Background: an optimization exercise with open tools, aiming at small area, a short achievable clock period and few clock cycles per item. Do not read the settings as production practice. In this exercise RTL edits were held to simulation tests only and were not proved equivalent to the original. Power is estimated from default activity; no workload was simulated.

===== flow/constraint.sdc =====
create_clock -name core_clock -period 35.0 [get_ports {clk}]
set_input_delay 7.0000 -clock core_clock [delete_from_list [all_inputs] [get_ports {clk}]]
set_output_delay 7.0000 -clock core_clock [all_outputs]
set_load 0.01 [all_outputs]

===== flow/flow/run.sh =====
#!/bin/bash
# Own flow: the standard layout (standard.sh), with the port buffers that
# global placement inserts made sky130_fd_sc_hd__buf_4 instead of the default
# pick (a slow delay buffer). Each ORFS step keeps its own log under
# orfs/logs/; the make output is kept in standard.log.
set -euo pipefail
export BUFFER_PORTS_ARGS="-buffer_cell sky130_fd_sc_hd__buf_4"
bash standard.sh > standard.log 2>&1

===== flow/design.v =====
module checksum_engine (
    input  wire        clk,
    input  wire        rst,         
    input  wire        cmd_valid,
    output wire        cmd_ready,
    input  wire [31:0] cmd_data,
    output reg         rsp_valid,
    output reg  [7:0]  rsp_data
);
    reg        rsp_v1;
    reg  [7:0] rsp_d1;
    always @(posedge clk) begin
        rsp_valid <= rsp_v1 && !rst;
        rsp_data  <= rsp_d1;
    end
    localparam KEY_MAX = 16;
    localparam N       = 49;        
    localparam [5:0] STEP = 6'd27;  
    localparam [3:0] F_NONE     = 4'd0;
    localparam [3:0] F_ILLEGAL  = 4'd1;
    localparam [3:0] F_NOKEY    = 4'd2;
    localparam [3:0] F_KEYOVF   = 4'd3;
    localparam [3:0] F_GEOMETRY = 4'd4;
    localparam [3:0] F_MODRANGE = 4'd5;
    localparam [3:0] F_RASTER   = 4'd6;
    wire [27:0] in_e = {cmd_data[31:24],
                        cmd_data[23:17] == 7'h0,
                        cmd_data[15:8] == 8'h0,
                        cmd_data[7:1] == 7'h0,
                        cmd_data[16:0]};
    reg [27:0] q0, q1;
    reg        v0, v1;
    reg        rdy;
    reg        rdy_o;               
    assign cmd_ready = rdy_o;
    wire push = cmd_valid & rdy;
    reg  rst_d;
    wire rsti = rst_d;
    always @(posedge clk) rst_d <= rst;
    wire pop;
    wire v0_n = pop ? (v1 | push) : (v0 | push);
    wire v1_n = pop ? (v1 & push) : (v1 | (v0 & push));
    always @(posedge clk) rdy_o <= rst | !(v0_n & v1_n);
    always @(posedge clk) begin
        if (rst) begin
            v0  <= 1'b0;
            v1  <= 1'b0;
            rdy <= 1'b1;
        end else begin
            if (pop) begin
                if (v1) begin
                    q0 <= q1;
                    v1 <= push;
                    rdy <= !push;
                    if (push) q1 <= in_e;
                end else begin
                    v0 <= push;
                    rdy <= 1'b1;
                    if (push) q0 <= in_e;
                end
            end else if (!v0) begin
                v0 <= push;
                rdy <= 1'b1;
                if (push) q0 <= in_e;
            end else if (!v1) begin
                v1 <= push;
                rdy <= !push;
                if (push) q1 <= in_e;
            end
        end
    end
    reg [15:0] crc;
    reg [8*KEY_MAX-1:0] key;
    reg [4:0]  klen;
    reg [3:0]  ph;
    reg [7:0]  size;
    reg [15:0] scale;
    reg [15:0] border;
    reg        run;
    reg        done;                
    reg [14:0] rx, ry;
    reg [15:0] cx, cy;
    reg        xr, yr;
    reg [3:0]  flt;
    wire [16:0] c   = q0[16:0];
    wire [7:0]  op  = q0[27:20];
    wire        z17 = q0[19];                  
    wire        z16 = z17 && !c[16];           
    wire        z8  = z16 && q0[18];           
    wire        z1  = z8 && q0[17];            
    wire        z0  = z1 && !c[0];             
    wire is_sys_stat  = (op == 8'h01) && z0;
    wire is_ce_init   = (op == 8'h10) && z0;
    wire is_ce_data   = (op == 8'h11) && z8;
    wire is_ce_out    = (op == 8'h12) && z1;
    wire is_xs_init   = (op == 8'h20) && z0;
    wire is_xs_key    = (op == 8'h21) && z8;
    wire is_xs_data   = (op == 8'h22) && z8;
    wire is_br_size   = (op == 8'h30) && z8;
    wire is_br_scale  = (op == 8'h31) && z16;
    wire is_br_border = (op == 8'h32) && z16;
    wire is_br_mod    = (op == 8'h33) && z17;
    wire is_br_start  = (op == 8'h34) && z0;
    wire is_br_pix    = (op == 8'h35) && z0;
    wire legal = is_sys_stat | is_ce_init | is_ce_data | is_ce_out |
                 is_xs_init | is_xs_key | is_xs_data |
                 is_br_size | is_br_scale | is_br_border | is_br_mod |
                 is_br_start | is_br_pix;
    wire [7:0] b  = c[7:0];
    wire       v  = c[16];
    wire [7:0] my = c[15:8];
    wire [7:0] mx = c[7:0];
    wire [15:0] table_val;
    crc16_table u_table (
        .idx (crc[7:0] ^ b),
        .val (table_val)
    );
    wire [15:0] crc_next = {8'h00, crc[15:8]} ^ table_val;
    wire        scale_bad  = scale[15] | (scale == 16'h0000);
    wire        border_bad = border[15];
    wire [16:0] side = {9'b0, size} + {border[15:0], 1'b0};
    wire        bd_zero = (border == 16'd0);
    wire        sz_zero = (size == 8'd0);
    wire [15:0] col0    = bd_zero ? 16'd0 : ~border;    
    reg  [1:0]  gst;        
    reg         govf;
    wire        gdone    = gst[1];
    wire        geom_bad = scale_bad | border_bad | govf;
    wire [16:0] gsum     = {1'b0, cy} + {1'b0, cx};
    reg [N*N-1:0] ring;             
    reg [5:0]     hrow;             
    reg [5:0]     swc;              
    wire [N-1:0]  r0 = ring[N-1:0];
    reg           bv0, bv1;         
    reg           bd0, bd1;         
    reg [5:0]     bt0, bt1;
    reg [N-1:0]   bb0, bb1;
    wire [N-1:0] dec;               
    genvar gi;
    generate
        for (gi = 0; gi < N; gi = gi + 1) begin : g_dec
            assign dec[gi] = (mx[5:0] == gi);
        end
    endgenerate
    wire at_head = (my[5:0] == hrow);
    wire dt0  = bv0 && bd0;
    wire dt1  = bv1 && bd1;
    wire fl0  = dt0 && (bt0 == hrow);
    wire fl1  = dt1 && (bt1 == hrow);
    wire hit0 = dt0 && (bt0 == my[5:0]);
    wire hit1 = dt1 && (bt1 == my[5:0]);
    wire free0 = !dt0 || fl0;
    wire free1 = !dt1 || fl1;
    wire in_x = !cx[15] && (cx < N);
    wire in_y = !cy[15] && (cy < N);
    wire m0 = bv0 && !bd0 && (bt0 == cy[5:0]);
    wire m1 = bv1 && !bd1 && (bt1 == cy[5:0]);
    wire rb_ok = m0 || m1;
    wire [N-1:0] rbsel = m0 ? bb0 : bb1;
    wire [N-1:0] xdec;
    generate
        for (gi = 0; gi < N; gi = gi + 1) begin : g_xdec
            assign xdec[gi] = (cx[5:0] == gi);
        end
    endgenerate
    wire pix_black = in_x && in_y && |(xdec & rbsel);
    reg [7:0] key_rd;
    integer ki;
    always @(*) begin
        key_rd = 8'h00;
        for (ki = 0; ki < KEY_MAX; ki = ki + 1)
            key_rd = key_rd | ({8{ph == ki}} & key[8*ki +: 8]);
    end
    wire pix_bad   = !run || done;
    wire [15:0] cx_inc = cx + 16'd1;
    wire [15:0] cy_inc = cy + 16'd1;
    wire x_bend = cx[15] && (cx == 16'hFFFE);               
    wire y_bend = cy[15] && (cy == 16'hFFFE);
    wire x_send = !cx[15] && (cx_inc == {8'h00, size});     
    wire y_send = !cy[15] && (cy_inc == {8'h00, size});
    wire x_end  = (x_bend && xr) || (x_send && bd_zero);    
    wire y_end  = (y_bend && yr) || (y_send && bd_zero);
    wire rx_one = (rx == 15'd1);
    wire ry_one = (ry == 15'd1);
    wire mod_bad = (mx >= size) || (my >= size) || (mx >= N) || (my >= N);
    wire key_full = (klen == KEY_MAX);
    wire key_none = (klen == 5'd0);
    reg [3:0] fault;
    always @(*) begin
        fault = F_NONE;
        if (!legal)                       fault = F_ILLEGAL;
        else if (is_xs_data && key_none)  fault = F_NOKEY;
        else if (is_xs_key  && key_full)  fault = F_KEYOVF;
        else if (is_br_start && geom_bad) fault = F_GEOMETRY;
        else if (is_br_mod && mod_bad)    fault = F_MODRANGE;
        else if (is_br_pix && pix_bad)    fault = F_RASTER;
    end
    wire live = v0 && (flt == F_NONE);
    wire mod_wait = !mod_bad && !at_head && (!v || !(hit0 || hit1 || free0 || free1));
    wire pix_wait = !pix_bad && in_y && !rb_ok;
    wire stall = live && ((is_br_start && !gdone) ||
                          (is_br_mod && mod_wait) ||
                          (is_br_pix && pix_wait));
    assign pop = v0 && !stall;
    wire exec = pop && (flt == F_NONE);
    wire ok   = exec && (fault == F_NONE);
    wire clr_now  = rsti || (ok && is_br_size);
    wire sweep    = clr_now || (swc != 6'd0);
    wire dir_set  = ok && is_br_mod && v && at_head;
    wire dir_clr  = ok && is_br_mod && !v;        
    wire buf_wr   = ok && is_br_mod && v && !at_head;
    wire [N-1:0] head_new =
        (((sweep ? {N{1'b0}} : r0) |
          (clr_now ? {N{1'b0}} : ((fl0 ? bb0 : {N{1'b0}}) | (fl1 ? bb1 : {N{1'b0}})))) |
         (dir_set ? dec : {N{1'b0}})) & ~(dir_clr ? dec : {N{1'b0}});
    reg       rsp_v_n;
    reg [7:0] rsp_d_n;
    always @(*) begin
        rsp_v_n = 1'b0;
        rsp_d_n = {4'h0, flt};
        if (pop && is_sys_stat) begin
            rsp_v_n = 1'b1;
        end else if (ok) begin
            if (is_ce_out) begin
                rsp_v_n = 1'b1;
                rsp_d_n = c[0] ? crc[7:0] : crc[15:8];
            end else if (is_xs_key) begin
                rsp_v_n = 1'b1;
                rsp_d_n = b;
            end else if (is_xs_data) begin
                rsp_v_n = 1'b1;
                rsp_d_n = b ^ key_rd;
            end else if (is_br_pix) begin
                rsp_v_n = 1'b1;
                rsp_d_n = {7'h00, pix_black};
            end
        end
    end
    always @(posedge clk) begin
        rsp_d1 <= rsp_d_n;
        rsp_v1 <= rsp_v_n && !rst;
        if (rsti)
            flt <= F_NONE;
        else if (exec && fault != F_NONE)
            flt <= fault;
    end
    always @(posedge clk) begin
        if (rsti)
            crc <= 16'h0000;
        else if (ok && is_ce_init)
            crc <= 16'h0000;
        else if (ok && is_ce_data)
            crc <= crc_next;
    end
    always @(posedge clk) begin
        if (rsti) begin
            klen <= 5'd0;
            ph   <= 4'd0;
        end else if (ok) begin
            if (is_xs_init) begin
                klen <= 5'd0;
                ph   <= 4'd0;
            end else if (is_xs_key) begin
                klen <= klen + 5'd1;
            end else if (is_xs_data) begin
                if ({1'b0, ph} + 5'd1 == klen)
                    ph <= 4'd0;
                else
                    ph <= ph + 4'd1;
            end
        end
    end
    always @(posedge clk) begin
        for (ki = 0; ki < KEY_MAX; ki = ki + 1)
            if (ok && is_xs_key && klen[3:0] == ki)
                key[8*ki +: 8] <= b;
    end
    always @(posedge clk) begin
        if (rsti) begin
            size   <= 8'd0;
            scale  <= 16'd4;
            border <= 16'd2;
            run    <= 1'b0;
            done   <= 1'b0;
        end else if (ok) begin
            if (is_br_size) begin
                size <= b;
                run  <= 1'b0;
            end else if (is_br_scale) begin
                scale <= c[15:0];
                run   <= 1'b0;
            end else if (is_br_border) begin
                border <= c[15:0];
                run    <= 1'b0;
            end else if (is_br_mod) begin
                run <= 1'b0;
            end else if (is_br_start) begin
                run  <= 1'b1;
                done <= sz_zero && bd_zero;
            end else if (is_br_pix) begin
                if (rx_one && x_end && ry_one && y_end)
                    done <= 1'b1;
            end
        end
    end
    wire gchange = ok && (is_br_size || is_br_scale || is_br_border);
    always @(posedge clk) begin
        if (ok && is_br_start) begin
            rx <= scale[14:0];
            ry <= scale[14:0];
            cx <= col0;
            cy <= col0;
            xr <= 1'b0;
            yr <= 1'b0;
        end else if (ok && is_br_pix) begin
            if (rx_one) begin
                rx <= scale[14:0];
                if (x_end) begin
                    cx <= col0;
                    xr <= 1'b0;
                    if (ry_one) begin
                        ry <= scale[14:0];
                        if (y_bend || y_send) begin
                            if (!cy[15] && !bd_zero) begin
                                cy <= ~border;
                                yr <= 1'b1;
                            end else if (cy[15] && !yr && !sz_zero) begin
                                cy <= 16'd0;
                            end else begin
                                cy <= ~border;
                                yr <= 1'b1;
                            end
                        end else begin
                            cy <= cy_inc;
                        end
                    end else begin
                        ry <= ry - 15'd1;
                    end
                end else if (x_bend || x_send) begin
                    if (!cx[15] && !bd_zero) begin
                        cx <= ~border;
                        xr <= 1'b1;
                    end else if (cx[15] && !xr && !sz_zero) begin
                        cx <= 16'd0;
                    end else begin
                        cx <= ~border;
                        xr <= 1'b1;
                    end
                end else begin
                    cx <= cx_inc;
                end
            end else begin
                rx <= rx - 15'd1;
            end
        end else if (!gchange && gst == 2'd0) begin
            rx <= scale[14:0];
            cx <= side[15:0];
            xr <= side[16];
            cy <= 16'd0;
        end else if (!gchange && gst == 2'd1 && rx != 15'd0) begin
            if (rx[0])
                cy <= gsum[15:0];
            cx <= {cx[14:0], 1'b0};
            xr <= xr | cx[15];
            rx <= {1'b0, rx[14:1]};
        end
    end
    always @(posedge clk) begin
        if (rsti || gchange) begin
            gst <= 2'd0;
        end else if (gst == 2'd0) begin
            govf <= 1'b0;
            gst  <= 2'd1;
        end else if (gst == 2'd1) begin
            if (rx == 15'd0)
                gst <= 2'd2;
            else if (rx[0] && (gsum[16] || xr))
                govf <= 1'b1;
        end
    end
    always @(posedge clk) begin
        ring <= {head_new, ring[N*N-1:N]};
    end
    always @(posedge clk) begin
        if (rsti) begin
            hrow <= 6'd0;
            swc  <= 6'd48;
        end else begin
            hrow <= (hrow + STEP >= N) ? hrow + STEP - N : hrow + STEP;
            if (ok && is_br_size)
                swc <= 6'd48;
            else if (swc != 6'd0)
                swc <= swc - 6'd1;
        end
    end
    wire [5:0] cyc   = cy[15] ? 6'd0 : cy[5:0];
    wire       want  = (hrow == cyc) || (hrow == cyc + 6'd1);
    wire       alloc0 = buf_wr && !hit0 && !hit1 && free0;
    wire       alloc1 = buf_wr && !hit0 && !hit1 && !free0;
    wire       start  = ok && is_br_start;
    wire       cap0   = want && !hrow[0] && !bd0;
    wire       cap1   = want &&  hrow[0] && !bd1;
    always @(posedge clk) begin
        if (clr_now) begin
            bv0 <= 1'b0;
            bd0 <= 1'b0;
        end else if (alloc0) begin
            bv0 <= 1'b1;
            bd0 <= 1'b1;
            bt0 <= my[5:0];
            bb0 <= dec;
        end else if (buf_wr && hit0) begin
            bb0 <= bb0 | dec;
        end else if (fl0) begin
            bd0 <= 1'b0;
            bb0 <= head_new;
        end else if (start) begin
            if (!bd0) bv0 <= 1'b0;
        end else if (cap0) begin
            bv0 <= 1'b1;
            bt0 <= hrow;
            bb0 <= head_new;
        end
    end
    always @(posedge clk) begin
        if (clr_now) begin
            bv1 <= 1'b0;
            bd1 <= 1'b0;
        end else if (alloc1) begin
            bv1 <= 1'b1;
            bd1 <= 1'b1;
            bt1 <= my[5:0];
            bb1 <= dec;
        end else if (buf_wr && hit1) begin
            bb1 <= bb1 | dec;
        end else if (fl1) begin
            bd1 <= 1'b0;
            bb1 <= head_new;
        end else if (start) begin
            if (!bd1) bv1 <= 1'b0;
        end else if (cap1) begin
            bv1 <= 1'b1;
            bt1 <= hrow;
            bb1 <= head_new;
        end
    end
endmodule
module crc16_table (
    input  wire [7:0]  idx,
    output reg  [15:0] val
);
    integer i;
    reg [15:0] r;
    always @(*) begin
        r = {8'h00, idx};
        for (i = 0; i < 8; i = i + 1)
            r = r[0] ? ((r >> 1) ^ 16'hA001) : (r >> 1);
        val = r;
    end
endmodule

===== flow/standard.sh =====
#!/bin/bash
# synth_recipe.tcl (not shown) runs the flow's synth.tcl, then flattens the netlist and writes it again
# the make line also repeats each setting of config.mk as NAME=value (left out here)
make -C /OpenROAD-flow-scripts/flow DESIGN_CONFIG=/design/flow/config.mk WORK_HOME=/design/flow/orfs CLKGATE_MAP_FILE= SYNTH_SCRIPT=/design/flow/synth_recipe.tcl "${@:-finish}"

===== flow/config.mk =====
export PLATFORM = sky130hd
export DESIGN_NAME = checksum_engine
export DESIGN_NICKNAME = checksum_engine
export VERILOG_FILES = /design/flow/design.v
export SDC_FILE = /design/flow/constraint.sdc
export NUM_CORES = 4
export LEC_CHECK = 0
export CAP_MARGIN = 20
export CORE_MARGIN = 2
export CORE_UTILIZATION = 40
export CTS_CLUSTER_DIAMETER = 70
export CTS_CLUSTER_SIZE = 25
export SLEW_MARGIN = 20

==> run notes, run 1 <==
* Status: finished clean
* Cell count along the critical path at 1
* Final hold violations at 0
* CP top delay family: flip-flops
* Commonest non-fill, non-tap cell in the layout: dfxtp_1
* Seq/Total Area, Yosys at 80.2%
* Layout area overhead at 10.4%
* Largest net degree at the start of global routing at 60
* Resize count post-CTS at 0
* Worst Path Max Fanout at 1
* 1st-iter DRT viols at 4385
* DP HPWL at 88.1 mm
* Critical Path Start Type: flop
* Setup_tns at 0 ps
* Crit path DAT at 1270 ps
* Clock skew at 44.9 ps
* DRT Pass-1 Iters at 9
* Vias per cell at 4.95
* Maximum vdd drop at 34.4 uV
* Clock transition at path regs at 90 ps
* Maximum capacitance violations at 0
* Pwr Density at 65.6 mW/mm^2
* Initial antenna violation count at 3
* Largest family of logic cells by synthesized area: compound AO/OA/AOI/OAI gates
* Setup ws final at 26730 ps
* Clock Tree Buf Depth at 3
* Clk root buf: clkbuf_16
* DRC violations left at 0
* Initial Util at 40.1%
* Clock Latency Late Sink at 820 ps
* GRT Total Usage at 14.7%
* Synth Cell Area at 0.0761 mm^2
* Commonest non-fill, non-tap cells in the layout: dfxtp_1, edfxtp_1, nor2_1
* Top FF cell, synth: dfxtp_1
* Boundary pin count at 45
* Netlist cell types at 90
* Vias in the first global route at 37600
* Pins over their slew limit at 0
* Adder-Cell Fraction of Synth Area at 1.17%
* Grt ovf at 0
* Worst slew pin tran at 1190 ps
* Slowest Stage Delay on Critical Path at 310 ps
* Share of cells above drive strength 1 at 7.17%
* DRT antenna net count at 0
* Ys Warns at 2
* Mux contribution to synthesized area at 1.51%
* Post-layout util at 44.3%
* Class of the worst hold path: flop to flop
* CTS tree: built
* Post-synth EDFFs at 357
* Post-Syn Nets at 5399
* Vias at 39100
* Lkg Pwr at 32.2 nW
* Area of the core at 0.190 mm^2
* Ys async rst share at 0%
* Final Setup Violations at 0
* Die area at 0.194 mm^2
* Post-synthesis cell count at 5295
* Hold path depth at 0
* FF+latch count, synth at 2871
* CTS H-tree lvls at 4
* Postcts setup bufs at 0
* Die width at 440 um
* Unrepaired setup endpoints after global routing: no
* Pre-CTS setup slack at 26500 ps
* Slowest cell on crit path: dfxtp_1
* CP bufs+invs at 1
* First-pass GRT wire length at 223 mm
* Tmin final at 8270 ps
* Core Rows at 160
* Final net count at 5438
* Simple logic cell fraction of the synthesized area at 5.95%
* Tcrit/Tclk final at 23.6%
* CTS Buf Count at 151
* Wirelength per Cell at 18.3 um
* Multi-input gate area at 0.0139 mm^2
* Compound-gate portion of the synthesized area at 7.22%
* Post-synthesis area per instance at 14.4 um^2
* WP data required at 28000 ps
* Worst path cell trace: buf_4
* Buffers on Ports at 44
* Critical path class: flop to primary output
* Slew HR at 20.7%
* Post-Synth XOR/XNOR Area at 2.18%
* FF-to-FF path depth at 14
* DIE HEIGHT at 440 um
* Crit. End Element: primary output
* F_max at 0.121 GHz
* Register area at 0.0611 mm^2
* Routability-driven placement congestion ratio at 0.923
* Fill cell count at 16700
* Clk sinks at 2871
* Final WL at 145 mm
* CTS hold repair buffers at 0
[power breakdown]
group | internal (W) | switching, W
registers | 0.00336 | 0.0000549
clock network | 0.000855 | 0.00104
logic | 0.0000772 | 0.000117
total | 0.00429 | 0.00122
[Yosys cell counts (11+ instances only)]
cell type     n  area, um^2
buf_1        26        97.6
o21ai_0     171         856
and2_1       12        75.1
dfxtp_1    2514       50300
or3_1        22         138
o221ai_1     13         114
a222oi_1     66         661
a22oi_1     134        1010
a221oi_1     36         315
xor2_1       70         613
and3_1       15        93.8
edfxtp_1    357       10700
nand4_1      37         231
a31oi_1      12        75.1
o22ai_1      63         394
nor2b_1      23         144
a21o_1       12        90.1
nor2_1      279        1050
ha_1         67         838
nand2_1     230         863
xnor2_1     109         955
a21oi_1     123         616
nand2b_1     11        68.8
nor4_1       54         338
nor3b_1      16         120
buf_2        16        80.1
nor3_1      114         571
a211oi_1     22         165
mux2_2       12         135
or4_1        14         105
o211ai_1     17         128
clkbuf_1    169         634
inv_1       114         428
mux2i_1      92         921
nand3_1      60         300
[state kept, by name, summed over array words and instances, names as in the netlist, 8 cells and up]
signal,cells
bb0,49
bb1,49
border,16
crc,16
cx,16
cy,16
key,128
q0,28
q1,28
ring,2401
rsp_d1,8
rsp_data,8
rx,15
ry,15
scale,16
size,8
[stage by stage]
step                total power, W  hold WS [ps]  cells  instance area, um^2
floorplan                  0.00361           310   5295                76100
global placement           0.00368           310   7691                79200
detailed placement         0.00368           312   7691                79300
CTS                        0.00557           289   7908                84000
global route               0.00572           299   7909                84000
finish                     0.00551           298   7912                84000
[layout make-up]
cell class / count / area share [%]
antenna: 3 / 0.00894
clock inverter: 53 / 0.952
inverter: 116 / 0.518
tap: 2511 / 3.74
timing repair buffer: 104 / 0.930
sequential: 2871 / 72.7
multi-input combinational: 2090 / 16.5
clock buffer: 164 / 4.65
[final timing paths]
check | start | to | slack [ps]
hold / removal | ring[78] | ring[29] | 300
hold reg to reg | ring[78] | ring[29] | 300
setup reg to reg | q0[8] | bb1[14] | 28600
setup / recovery | rsp_data[4] | rsp_data[4] | 26730
[logic make-up after synthesis]
family	count (synthesis)
compound gates	796
simple gates	933
mux	108
buf+inv	334
xor+xnor	183
fa+ha+maj	70
flops	2871
[layer usage]
layer / vias up / track usage (%) / share of wire [%]
met5: - / 0 / 0.013
met4: 2 / 6.29 / 3.8
met3: 336 / 2.72 / 6.9
met2: 1471 / 22.0 / 43
met1: 19000 / 20.8 / 46
li1: 18400 / - / -
Testbench counts, summed over its fixed seeds: cycles 597,645, commands 595,965.
==> run 2, diff against run 1 <==
--- a/flow/config.mk
+++ b/flow/config.mk
@@ -8,5 +8,5 @@
 export CAP_MARGIN = 20
 export CORE_MARGIN = 2
-export CORE_UTILIZATION = 40
+export CORE_UTILIZATION = 55
 export CTS_CLUSTER_DIAMETER = 70
 export CTS_CLUSTER_SIZE = 25
==> run 2 against run 1 <==
- utilization increased by 16 points
- sequential share of layout area grew 1.0 points
- hold slack better by 0.68 ps
- die area decreased by 27%
- total power shrank 1.0%
- sequential power barely moved
- synthesized cell count is the same
- area after synthesis stayed put
- largest cell class unchanged
- highest routed layer unchanged
==> run notes, run 2 <==
* Status: finished clean
* DRT antenna net count at 0 (unchanged)
* Seq/Total Area, Yosys at 80.2% (unchanged)
* DIE HEIGHT at 376 um (-15%)
* CTS hold repair buffers at 0 (unchanged)
* Worst slew pin tran at 1190 ps (+3.34 ps)
* Count leader, synth: dfxtp_1
* Crit Reg-Reg Endpoint: bb1[3]
* Initial Util at 55.4% (+15 points)
* Post-synth top area share at 66.2% (unchanged)
* Clock transition at path regs at 90 ps (about the same)
* Clk root buf: clkbuf_16
* Clock skew at 53.2 ps (+8.38 ps)
* Die area at 0.141 mm^2 (-27%)
* Grt ovf at 0 (unchanged)
* Final Setup Violations at 0 (unchanged)
* Tcrit/Tclk final at 24.2% (+0.58 points)
* Wirelength per Cell at 20.0 um (+9.3%)
* Pins over their slew limit at 0 (unchanged)
* GRT Total Usage at 20.2% (+5.5 points)
* Final net count at 5431 (-0.13%)
* Routability-driven placement congestion ratio at 0.900 (-2.5%)
* Unrepaired setup endpoints after global routing: no
* Biggest regs: ring (2401), key (128)
* Reg2reg start: q0[0]
* Postcts setup bufs at 0 (unchanged)
* Worst path cell trace: buf_4 -> nand2_2 -> nor4b_2 -> buf_4
* Area of the core at 0.137 mm^2 (-28%)
* Post-Syn Nets at 5399 (unchanged)
* Ys async rst share at 0% (unchanged)
* Final WL at 144 mm (-0.79%)
* WP data required at 35450 ps (+7450 ps)
* F_max at 0.118 GHz (-2.4%)
* Cell taking the most area after synthesis: dfxtp_1
* FF+latch count, synth at 2871 (unchanged)
* Post-synthesis cell count at 5295 (unchanged)
* Pwr Density at 65.8 mW/mm^2 (+0.36%)
* Setup_tns at 0 ps (unchanged)
* DRT Pass-1 Iters at 7 (-2)
* Hold path depth at 0 (unchanged)
* CTS Buf Count at 148 (-2.0%)
* Largest register FFs at 2401 (unchanged)
* Crit path DAT at 8920 ps (+7650 ps)
* Worst Path Max Fanout at 34 (+33)
* Clk sinks at 2871 (unchanged)
* Post-synth top cells: dfxtp_1, edfxtp_1, nor2_1, nand2_1, o21ai_0
* Share of cells above drive strength 1 at 6.80% (-0.37 points)
* Boundary pin count at 45 (unchanged)
* DRC violations left at 0 (unchanged)
* Top FF cell, synth: dfxtp_1
* Core Rows at 136 (-15%)
* Largest net degree at the start of global routing at 60 (unchanged)
* Die width at 376 um (-15%)
* Initial antenna violation count at 4 (+1)
* Slowest Stage Delay on Critical Path at 760 ps (+450 ps)
* Vias per cell at 5.41 (+9.4%)
* Vias at 38900 (-0.72%)
* Power Total at 0.00545 W (-1.0%)
* 1st-iter DRT viols at 3800 (-13%)
* Tmin final at 8470 ps (+204 ps)
* Critical path's most frequent cell: buf_4
* Synth Cell Area at 0.0761 mm^2 (unchanged)
* Commonest non-fill, non-tap cell in the layout: dfxtp_1
* Critical path class: primary input to flop
* Slew HR at 20.2% (-0.58 points)
* Area contributors post-synth: dfxtp_1, edfxtp_1, nor2_1
* Final hold violations at 0 (unchanged)
* Crit. End Element: flop
* Top reg by flops: ring
* Commonest non-fill, non-tap cells in the layout: dfxtp_1, edfxtp_1, nor2_1
* Lkg Pwr at 32.1 nW (-0.45%)
* Reg2reg setup slack at 28730 ps (+130 ps)
* Slowest cell on crit path: nor4b_2
* DP HPWL at 85.7 mm (-2.8%)
* FF-to-FF path depth at 15 (+1)
* Ys Warns at 2 (unchanged)
* Maximum capacitance violations at 0 (unchanged)
* First-pass GRT wire length at 221 mm (-0.69%)
* Class of the worst hold path: flop to flop
* Clock Latency Late Sink at 800 ps (-20 ps)
* CTS tree: built
* Critical Path Start Type: primary input
* Clock Tree Buf Depth at 3 (unchanged)
* Critical Path End: q1[3]
* Layout area overhead at 8.89%
* Buffers on Ports at 44 (unchanged)
* Worst setup path start: cmd_valid
* Post-synthesis area per instance at 14.4 um^2 (unchanged)
* CTS H-tree lvls at 4 (unchanged)
* Vias in the first global route at 37400 (-0.67%)
* Netlist cell types at 90 (unchanged)
* Maximum vdd drop at 57.1 uV (+66%)
* Post-synth EDFFs at 357 (unchanged)
* Resize count post-CTS at 0 (unchanged)
-- run 2: through the flow --
step,util [%],std cells,cell area [um^2],setup slack [ps],hold WS [ps]
2_1_floorplan,-,5295,76100,24090,310
3_3_place_gp,57.0,6969,78300,25770,310
3_5_place_dp,57.1,6971,78400,25700,312
4_1_cts,60.3,7180,82800,26550,290
5_1_grt,60.3,7180,82800,26450,289
6_report,60.3,7183,82800,26530,299
-- run 2: final cells by class --
cell class              instances  area (um^2)
clock inverters                42          611
multi-input cells            2090        13900
well taps                    1794         2240
inverters                     116          435
flip-flops and latches       2871        61100
diodes                          3         7.51
clock buffers                 167         3840
fillers                     10700        54500
repair buffers                100          776
-- run 2: logic make-up after synthesis --
group	after synthesis	synth area share, %
AOI/OAI and AO/OA	796	7.22
xor gates and xnor gates	183	2.18
and+or+nand+nor	933	5.95
DFF	2871	80.2
buffers and inverters	334	1.73
adders and majority gates	70	1.17
muxes	108	1.51
-- run 2: critical path: cells and delay by family --
family | cells | cell delay [ps]
and+or+nand+nor | 2 | 1340
buffers and inverters | 2 | 560
-- run 2: power breakdown --
part,switching [W],total (W),internal [W]
Combinational,0.000119,0.000197,0.0000774
Sequential,0.0000516,0.00341,0.00336
Clock,0.00102,0.00184,0.000822
Total,0.00119,0.00545,0.00426
-- run 2: worst min-delay path by stage --
| stage | from | slack (ps) | end |
|---|---|---|---|
| 2_1_floorplan | ring[49] | 310 | ring[0] |
| 3_3_place_gp | ring[1154] | 310 | ring[1105] |
| 3_5_place_dp | ring[1546] | 310 | ring[1497] |
| 4_1_cts | ring[2390] | 290 | ring[2341] |
| 5_1_grt | ring[2390] | 290 | ring[2341] |
| 6_report | ring[2390] | 300 | ring[2341] |
-- run 2: metal layers --
metal | GRT usage, % | vias to the layer above | wire (um)
met5 | 0 | - | 23
met4 | 8.64 | 4 | 6060
met3 | 4.17 | 375 | 11000
met2 | 29.8 | 1429 | 60900
met1 | 28.9 | 18700 | 65600
li1 | - | 18400 | -
==> run 3, diff against run 2 <==
--- a/flow/design.v
+++ b/flow/design.v
@@ -48,26 +48,15 @@
             rdy <= 1'b1;
         end else begin
-            if (pop) begin
-                if (v1) begin
-                    q0 <= q1;
-                    v1 <= push;
-                    rdy <= !push;
-                    if (push) q1 <= in_e;
-                end else begin
-                    v0 <= push;
-                    rdy <= 1'b1;
-                    if (push) q0 <= in_e;
-                end
-            end else if (!v0) begin
-                v0 <= push;
-                rdy <= 1'b1;
-                if (push) q0 <= in_e;
-            end else if (!v1) begin
-                v1 <= push;
-                rdy <= !push;
-                if (push) q1 <= in_e;
-            end
+            v0  <= v0_n;
+            v1  <= v1_n;
+            rdy <= !(v0_n & v1_n);
         end
     end
+    always @(posedge clk) begin
+        if (pop || !v0)
+            q0 <= v1 ? q1 : in_e;
+        if (pop || !v1)
+            q1 <= in_e;
+    end
     reg [15:0] crc;
     reg [8*KEY_MAX-1:0] key;
--- a/flow/config.mk
+++ b/flow/config.mk
@@ -8,5 +8,5 @@
 export CAP_MARGIN = 20
 export CORE_MARGIN = 2
-export CORE_UTILIZATION = 55
+export CORE_UTILIZATION = 40
 export CTS_CLUSTER_DIAMETER = 70
 export CTS_CLUSTER_SIZE = 25
==> run 3 against run 2 <==
- largest cell class unchanged
- combinational power grew 62%
- area after synthesis is essentially flat
- final cell count grew 8.6%
- via count shrank 3.1%
- still clean on timing, DRC and antenna
- sequential cell count is the same
- sequential share of layout area shrank 0.65 points
- utilization shrank 16 points
- highest routed layer is now met4
- design area grew 0.89%
- clock power is essentially flat
- critical endpoint is now rsp_data[3]
- total power grew 2.9%
- sequential power grew 1%
==> run notes, run 3 <==
* Die area at 0.194 mm^2 (+37%)
* Clk sinks at 2871 (unchanged)
* Post-synthesis cell count at 5196 (-1.9%)
* Clock transition at path regs at 90 ps (about the same)
* Post-Syn Nets at 5299 (-1.9%)
* DRC violations left at 0 (unchanged)
* Critical Path Start Type: flop
* DRT antenna net count at 0 (unchanged)
* Buffers on Ports at 44 (unchanged)
* Post-synth EDFFs at 357 (unchanged)
* Share of cells above drive strength 1 at 7.49% (+0.69 points)
* Boundary pin count at 45 (unchanged)
* Slowest cell on crit path: dfxtp_1
* Netlist cell types at 95 (+5.6%)
* Clk root buf: clkbuf_16
* Largest register FFs at 2401 (unchanged)
* Critical path class: flop to primary output
* Min-delay src: ring[485]
* Largest net degree at the start of global routing at 73 (+22%)
* CTS hold repair buffers at 0 (unchanged)
* Tmin final at 8250 ps (-218 ps)
* Post-synth top area share at 66.2% (about the same)
* Routability-driven placement congestion ratio at 0.879 (-2.3%)
* CTS H-tree lvls at 4 (unchanged)
* DP HPWL at 80.6 mm (-5.9%)
* Final Setup Violations at 0 (unchanged)
* Post-layout util at 44.1% (-16 points)
* Core Rows at 160 (+18%)
* Clock Latency Late Sink at 810 ps (about the same)
* Maximum capacitance violations at 0 (unchanged)
* Maximum vdd drop at 46.7 uV (-18%)
* Worst Path Max Fanout at 1 (-97%)
* Inst Count DP at 7590 (+8.9%)
* Count leader, synth: dfxtp_1
* Die width at 440 um (+17%)
* Power Total at 0.00561 W (+2.9%)
* CTS tree: built
* First-pass GRT wire length at 213 mm (-3.6%)
* Lkg Pwr at 31.3 nW (-2.5%)
* Mux contribution to synthesized area at 1.68% (+0.17 points)
* CP bufs+invs at 1 (-1)
* CTS Buf Count at 145 (-2.0%)
* Hold endpoint: ring[436]
* Crit Reg-Reg Endpoint: bb1[21]
* Slew HR at 23.9% (+3.7 points)
* Postcts setup bufs at 0 (unchanged)
* Status: finished clean
* Largest family of logic cells by synthesized area: compound AO/OA/AOI/OAI gates
* Top reg by flops: ring
* Worst slew pin tran at 1140 ps (-50.8 ps)
* FF-to-FF path depth at 13 (-2)
* Biggest regs: ring (2401), key (128)
* Final WL at 137 mm (-4.6%)
* Area of the core at 0.190 mm^2 (+38%)
* Tcrit/Tclk final at 23.6% (-0.62 points)
* Layout area overhead at 9.91%
* Initial antenna violation count at 1 (-3)
* Post-synthesis area per instance at 14.6 um^2 (+1.9%)
* Top FF cell, synth: dfxtp_1
* Vias per cell at 4.82 (-11%)
* 1st-iter DRT viols at 3584 (-5.7%)
* Final net count at 5329 (-1.9%)
* Commonest non-fill, non-tap cells in the layout: dfxtp_1, edfxtp_1, nand2_1
* GRT Total Usage at 14.0% (-6.1 points)
* Hold path depth at 0 (unchanged)
* Slowest Stage Delay on Critical Path at 310 ps (-450 ps)
* Clock Tree Buf Depth at 3 (unchanged)
* Ys async rst share at 0% (unchanged)
* Simple logic cell fraction of the synthesized area at 5.70% (-0.25 points)
* Clock skew at 39.2 ps (-14.1 ps)
* F_max at 0.121 GHz (+2.6%)
* Post-synth top cells: dfxtp_1, edfxtp_1, nand2_1, nor2_1, clkbuf_1
* CP top delay family: flip-flops
* Wirelength per Cell at 17.6 um (-12%)
* Grt ovf at 0 (unchanged)
* Cell taking the most area after synthesis: dfxtp_1
* Crit. End Element: primary output
* Vias at 37600 (-3.1%)
* Synth Cell Area at 0.0760 mm^2 (about the same)
* Seq/Total Area, Yosys at 80.3% (about the same)
* Cell count along the critical path at 1 (-3)
* Commonest non-fill, non-tap cell in the layout: dfxtp_1
* FF+latch count, synth at 2871 (unchanged)
* Compound-gate portion of the synthesized area at 7.55% (+0.32 points)
* Initial Util at 40.1% (-15 points)
* Pwr Density at 67.1 mW/mm^2 (+2.0%)
* Vias in the first global route at 36900 (-1.3%)
* Final hold violations at 0 (unchanged)
* Resize count post-CTS at 0 (unchanged)
* Area contributors post-synth: dfxtp_1, edfxtp_1, nand2_1
* Pins over their slew limit at 0 (unchanged)
* Adder-Cell Fraction of Synth Area at 1.14% (-0.029 points)
* Unrepaired setup endpoints after global routing: no
* Reg2reg start: q0[0]
* Worst path cell trace: buf_4
* DRT Pass-1 Iters at 7 (unchanged)
* Post-Synth XOR/XNOR Area at 2.19% (+0.0094 points)
* Reg2reg setup slack at 28840 ps (+110 ps)
* Non-filler cells, final at 7803 (+8.6%)
* Setup_tns at 0 ps (unchanged)
* WP data required at 28000 ps (-7450 ps)
* Crit path DAT at 1250 ps (-7670 ps)
* DIE HEIGHT at 440 um (+17%)
* Ys Warns at 2 (unchanged)
* Class of the worst hold path: flop to flop
==> run 3: worst max-delay path by stage <==
| stage | slack (ps) | endpoint | startpoint |
|---|---|---|---|
| 3_3_place_gp | 26680 | q0[19] | cmd_data[19] |
| 5_1_grt | 26660 | rsp_data[6] | rsp_data[6] |
| 3_5_place_dp | 26640 | q0[19] | cmd_data[19] |
| 4_1_cts | 26670 | rsp_data[3] | rsp_data[3] |
| 6_report | 26750 | rsp_data[3] | rsp_data[3] |
| 2_1_floorplan | 26980 | q0[17] | cmd_data[4] |
==> run 3: area by class of cell <==
cell class                      count  area (um^2)
Sequential cell                  2871        61000
Multi-Input combinational cell   2043        14000
Clock inverter                     41          622
Antenna cell                        4         10.0
Clock buffer                      168         3780
Fill cell                       16800       106000
Tap cell                         2511         3140
Inverter                           75          282
Timing Repair Buffer               90          676
==> run 3: logic make-up (layout without fill, tap and decap cells) <==
| group | Yosys count | count (layout) |
|---|---|---|
| flops | 2871 | 2871 |
| simple gates | 892 | 892 |
| compound gates | 786 | 786 |
| buf+inv | 282 | 374 |
| xor+xnor | 182 | 182 |
| mux | 115 | 115 |
| fa+ha+maj | 68 | 68 |
| other cells | 0 | 4 |
==> run 3: power by group <==
| group | internal [W] | switching [W] |
|---|---|---|
| Combinational | 0.000136 | 0.000183 |
| Sequential | 0.00338 | 0.0000826 |
| Clock | 0.000815 | 0.00101 |
| Total | 0.00433 | 0.00128 |
==> run 3: per-stage QoR <==
step / hold WS (ps) / cell area (um^2) / setup WS (ps)
3_3_place_gp: 310 / 79100 / 26680
2_1_floorplan: 310 / 76000 / 26980
4_1_cts: 315 / 83600 / 26670
5_1_grt: 318 / 83600 / 26660
3_5_place_dp: 312 / 79100 / 26640
6_report: 316 / 83600 / 26750
==> run 3: metal layers <==
layer	vias up	share of wire, %	GRT usage (%)
met3	271	6.3	2.75
met5	-	0	0
met1	18200	48	20.4
met4	0	3.3	5.62
met2	1133	42	20.5
li1	18000	-	-
Testbench counts of run 3, summed over its fixed seeds: cycles 597,645, commands 595,965.
==> run 4, diff against run 3 <==
--- a/flow/config.mk
+++ b/flow/config.mk
@@ -10,4 +10,4 @@
 export CORE_UTILIZATION = 40
 export CTS_CLUSTER_DIAMETER = 70
-export CTS_CLUSTER_SIZE = 25
+export CTS_CLUSTER_SIZE = 28
 export SLEW_MARGIN = 20
==> run 4 against run 3 <==
- still clean
- design area shrank 0.15%
- maximum frequency about the same
- setup slack improved by 5.9 ps
- clock skew is 8.0 ps higher
- final cell count hardly changed
- sequential cell count did not move
- combinational power hardly changed
- via count grew 0.12%
- non-clock buffer count did not move
- area after synthesis is the same
- critical path depth unchanged
- global-route usage hardly changed
- highest routed layer unchanged
==> run notes, run 4 <==
* Critical Path Start Type: flop
* Tmin final at 8250 ps (-5.90 ps)
* Post-synthesis area per instance at 14.6 um^2 (unchanged)
* Post-Syn Nets at 5299 (unchanged)
* Slowest cell on crit path: dfxtp_1
* Ys async rst share at 0% (unchanged)
* Post-synth EDFFs at 357 (unchanged)
* Largest net degree at the start of global routing at 73 (unchanged)
* Ys Warns at 2 (unchanged)
* Lkg Pwr at 31.2 nW (-0.27%)
* Boundary pin count at 45 (unchanged)
* Critical path class: flop to primary output
* DRT antenna net count at 0 (unchanged)
* Wirelength per Cell at 17.6 um (about the same)
* DRC violations left at 0 (unchanged)
* CP bufs+invs at 1 (unchanged)
* Post-synthesis cell count at 5196 (unchanged)
* Biggest regs: ring (2401), key (128)
* GR peak layer: met2
* Commonest non-fill, non-tap cell in the layout: dfxtp_1
* Clock Latency Late Sink at 810 ps (about the same)
* Unrepaired setup endpoints after global routing: no
* CTS Buf Count at 137 (-5.5%)
* Class of the worst hold path: flop to flop
* Design area at 0.0835 mm^2 (-0.15%)
* Setup_tns at 0 ps (unchanged)
* Status: finished clean
* Clk sinks at 2871 (unchanged)
* Non-filler cells, final at 7796 (-0.090%)
* Postcts setup bufs at 0 (unchanged)
* Crit path DAT at 1250 ps (about the same)
* CTS tree: built
* WP data required at 28000 ps (about the same)
* GRT met3 Usage at 2.68% (-0.063 points)
* Seq/Total Area, Yosys at 80.3% (unchanged)
* Largest register FFs at 2401 (unchanged)
* First-pass GRT wire length at 213 mm (-0.14%)
* Commonest non-fill, non-tap cells in the layout: dfxtp_1, edfxtp_1, nand2_1
* DRT Pass-1 Iters at 8 (+1)
* Slowest Stage Delay on Critical Path at 310 ps (about the same)
* DIE HEIGHT at 440 um (unchanged)
* Power Total at 0.00558 W (-0.64%)
* Layout area overhead at 9.75%
* CTS hold repair buffers at 0 (unchanged)
* GRT Total Usage at 14.0% (-0.049 points)
* Cell taking the most area after synthesis: dfxtp_1
* F_max at 0.121 GHz (about the same)
* Worst path cell trace: buf_4
* Vias at 37700 (+0.12%)
* Placement Cell Area at 0.0791 mm^2 (unchanged)
* Clk root buf: clkbuf_16
* Final WL at 137 mm (about the same)
* Area of the core at 0.190 mm^2 (unchanged)
* Pwr Density at 66.8 mW/mm^2 (-0.49%)
* Final Setup Violations at 0 (unchanged)
* FF+latch count, synth at 2871 (unchanged)
* CTS H-tree lvls at 4 (unchanged)
* Synth Cell Area at 0.0760 mm^2 (unchanged)
* Post-synth top cells: dfxtp_1, edfxtp_1, nand2_1, nor2_1, clkbuf_1
* Buffers on Ports at 44 (unchanged)
* GRT met1 Usage at 20.4% (-0.040 points)
* Top reg by flops: ring
* Resize count post-CTS at 0 (unchanged)
* Post-synth top area share at 66.2% (unchanged)
* Netlist cell types at 95 (unchanged)
* CP top delay family: flip-flops
* Top FF cell, synth: dfxtp_1
* Initial antenna violation count at 1 (unchanged)
* Met2 Resource Use GR at 20.4% (-0.10 points)
* Clock Tree Buf Depth at 3 (unchanged)
* Vias per cell at 4.83 (+0.21%)
* Vias in the first global route at 36900 (-0.071%)
* Grt ovf at 0 (unchanged)
* Final net count at 5321 (-0.15%)
* Share of cells above drive strength 1 at 7.44% (-0.047 points)
* Die width at 440 um (unchanged)
* Maximum capacitance violations at 0 (unchanged)
* 1st-iter DRT viols at 3689 (+2.9%)
* Tcrit/Tclk final at 23.6% (about the same)
* Slew HR at 20.9% (-3.0 points)
* Core Rows at 160 (unchanged)
* Count leader, synth: dfxtp_1
* Worst Path Max Fanout at 1 (unchanged)
* Die area at 0.194 mm^2 (unchanged)
* DP HPWL at 80.6 mm (unchanged)
* Hold slack final at 301 ps (-15.2 ps)
* Worst slew pin tran at 1190 ps (+45.3 ps)
* Clock skew at 47.2 ps (+8.00 ps)
* Crit. End Element: primary output
* Final hold violations at 0 (unchanged)
* Area contributors post-synth: dfxtp_1, edfxtp_1, nand2_1
* Inst Count DP at 7590 (unchanged)
* Pins over their slew limit at 0 (unchanged)
* Routability-driven placement congestion ratio at 0.879 (unchanged)
* Maximum vdd drop at 45.2 uV (-3.2%)
* Clock transition at path regs at 90 ps (about the same)
* Initial Util at 40.1% (unchanged)
-- run 4: cell count changes in the layout (fill, tap and decap cells not counted), moves of 2 or more --
cell        change
clkbuf_16       -8
clkbuf_1        -5
clkinv_8        +5
inv_12          +3
inv_16          -3
clkinv_16       +2
clkinvlp_4      +2
-- run 4: final timing paths --
path / startpoint / to / slack, ps / cells after the start
max: rsp_data[3] / rsp_data[3] / 26750 / 1
min: ring[2400] / ring[2351] / 300 / 0
max reg2reg: q0[0] / bb1[7] / 28840 / 13
min reg2reg: ring[2400] / ring[2351] / 300 / 0
-- run 4: final cells by class --
| cell class | instances | area [um^2] |
|---|---|---|
| Antenna cell | 4 | 10.0 |
| Clock buffer | 155 | 3570 |
| Clock inverter | 47 | 704 |
| Fill cell | 16800 | 106000 |
| Inverter | 75 | 282 |
| Multi-Input combinational cell | 2043 | 14000 |
| Sequential cell | 2871 | 61000 |
| Tap cell | 2511 | 3140 |
| Timing Repair Buffer | 90 | 676 |
-- run 4: where the power goes --
| group | internal, W | switching [W] | total [W] | leakage [nW] |
|---|---|---|---|---|
| clock | 0.000772 | 0.00102 | 0.00179 | 2.06 |
| sequential | 0.00338 | 0.0000829 | 0.00346 | 23.6 |
| combinational | 0.000136 | 0.000183 | 0.000319 | 5.50 |
| total | 0.00429 | 0.00129 | 0.00558 | 31.2 |
-- run 4: stage by stage --
stage,util [%],setup slack [ps]
floorplan,-,26980
global placement,41.7,26680
detailed placement,41.7,26640
CTS,44.0,26680
global route,44.0,26670
finish,44.0,26750
-- run 4: metal layers --
metal / vias up / wire length (um)
li1: 18000 / -
met1: 18200 / 66200
met2: 1170 / 57600
met3: 277 / 8310
met4: 0 / 4710
met5: - / 0
-- run 4: cells by family after synthesis --
kind of cell / Yosys count / synth area share (%)
flops: 2871 / 80.3
buf+inv: 282 / 1.47
simple gates: 892 / 5.70
xor+xnor: 182 / 2.19
compound gates: 786 / 7.55
mux: 115 / 1.68
fa+ha+maj: 68 / 1.14

[static timing again, ports no longer ideal]
The results above use ideal ports. As a check the final layouts listed here were re-extracted and re-timed, cells and wires unchanged.
Step 1 (the two cells are an assumption about what drives the block):
set clk [get_ports {clk}]
set_driving_cell -lib_cell sky130_fd_sc_hd__clkbuf_16 $clk
set_driving_cell -lib_cell sky130_fd_sc_hd__buf_2 [delete_from_list [all_inputs] $clk]
Step 2, shift: input delay + t, output delay - t, t = (earliest + latest rising clock arrival at the registers) / 2. This alone moves slack from input paths to output paths.
a / b / c = no drivers / after step 1 / after step 2; a / b = the first two.
run	t (ns)	slack for setup (ns)	worst setup path at the end	clock arrival spread, ns
run 1	0.879	26.735 / 26.654 / 26.487	input to register	0.047 / 0.047
run 2	0.853	26.530 / 26.585 / 25.732	input to register	0.053 / 0.053
run 3	0.875	26.749 / 26.663 / 26.675	input to register	0.039 / 0.039
run 4	0.867	26.755 / 26.672 / 26.653	input to register	0.049 / 0.049
After both steps every run listed still meets setup and hold. For run 2, which loses most, drivers alone change the setup slack by +0.055 ns; drivers and shift together by -0.798 ns.
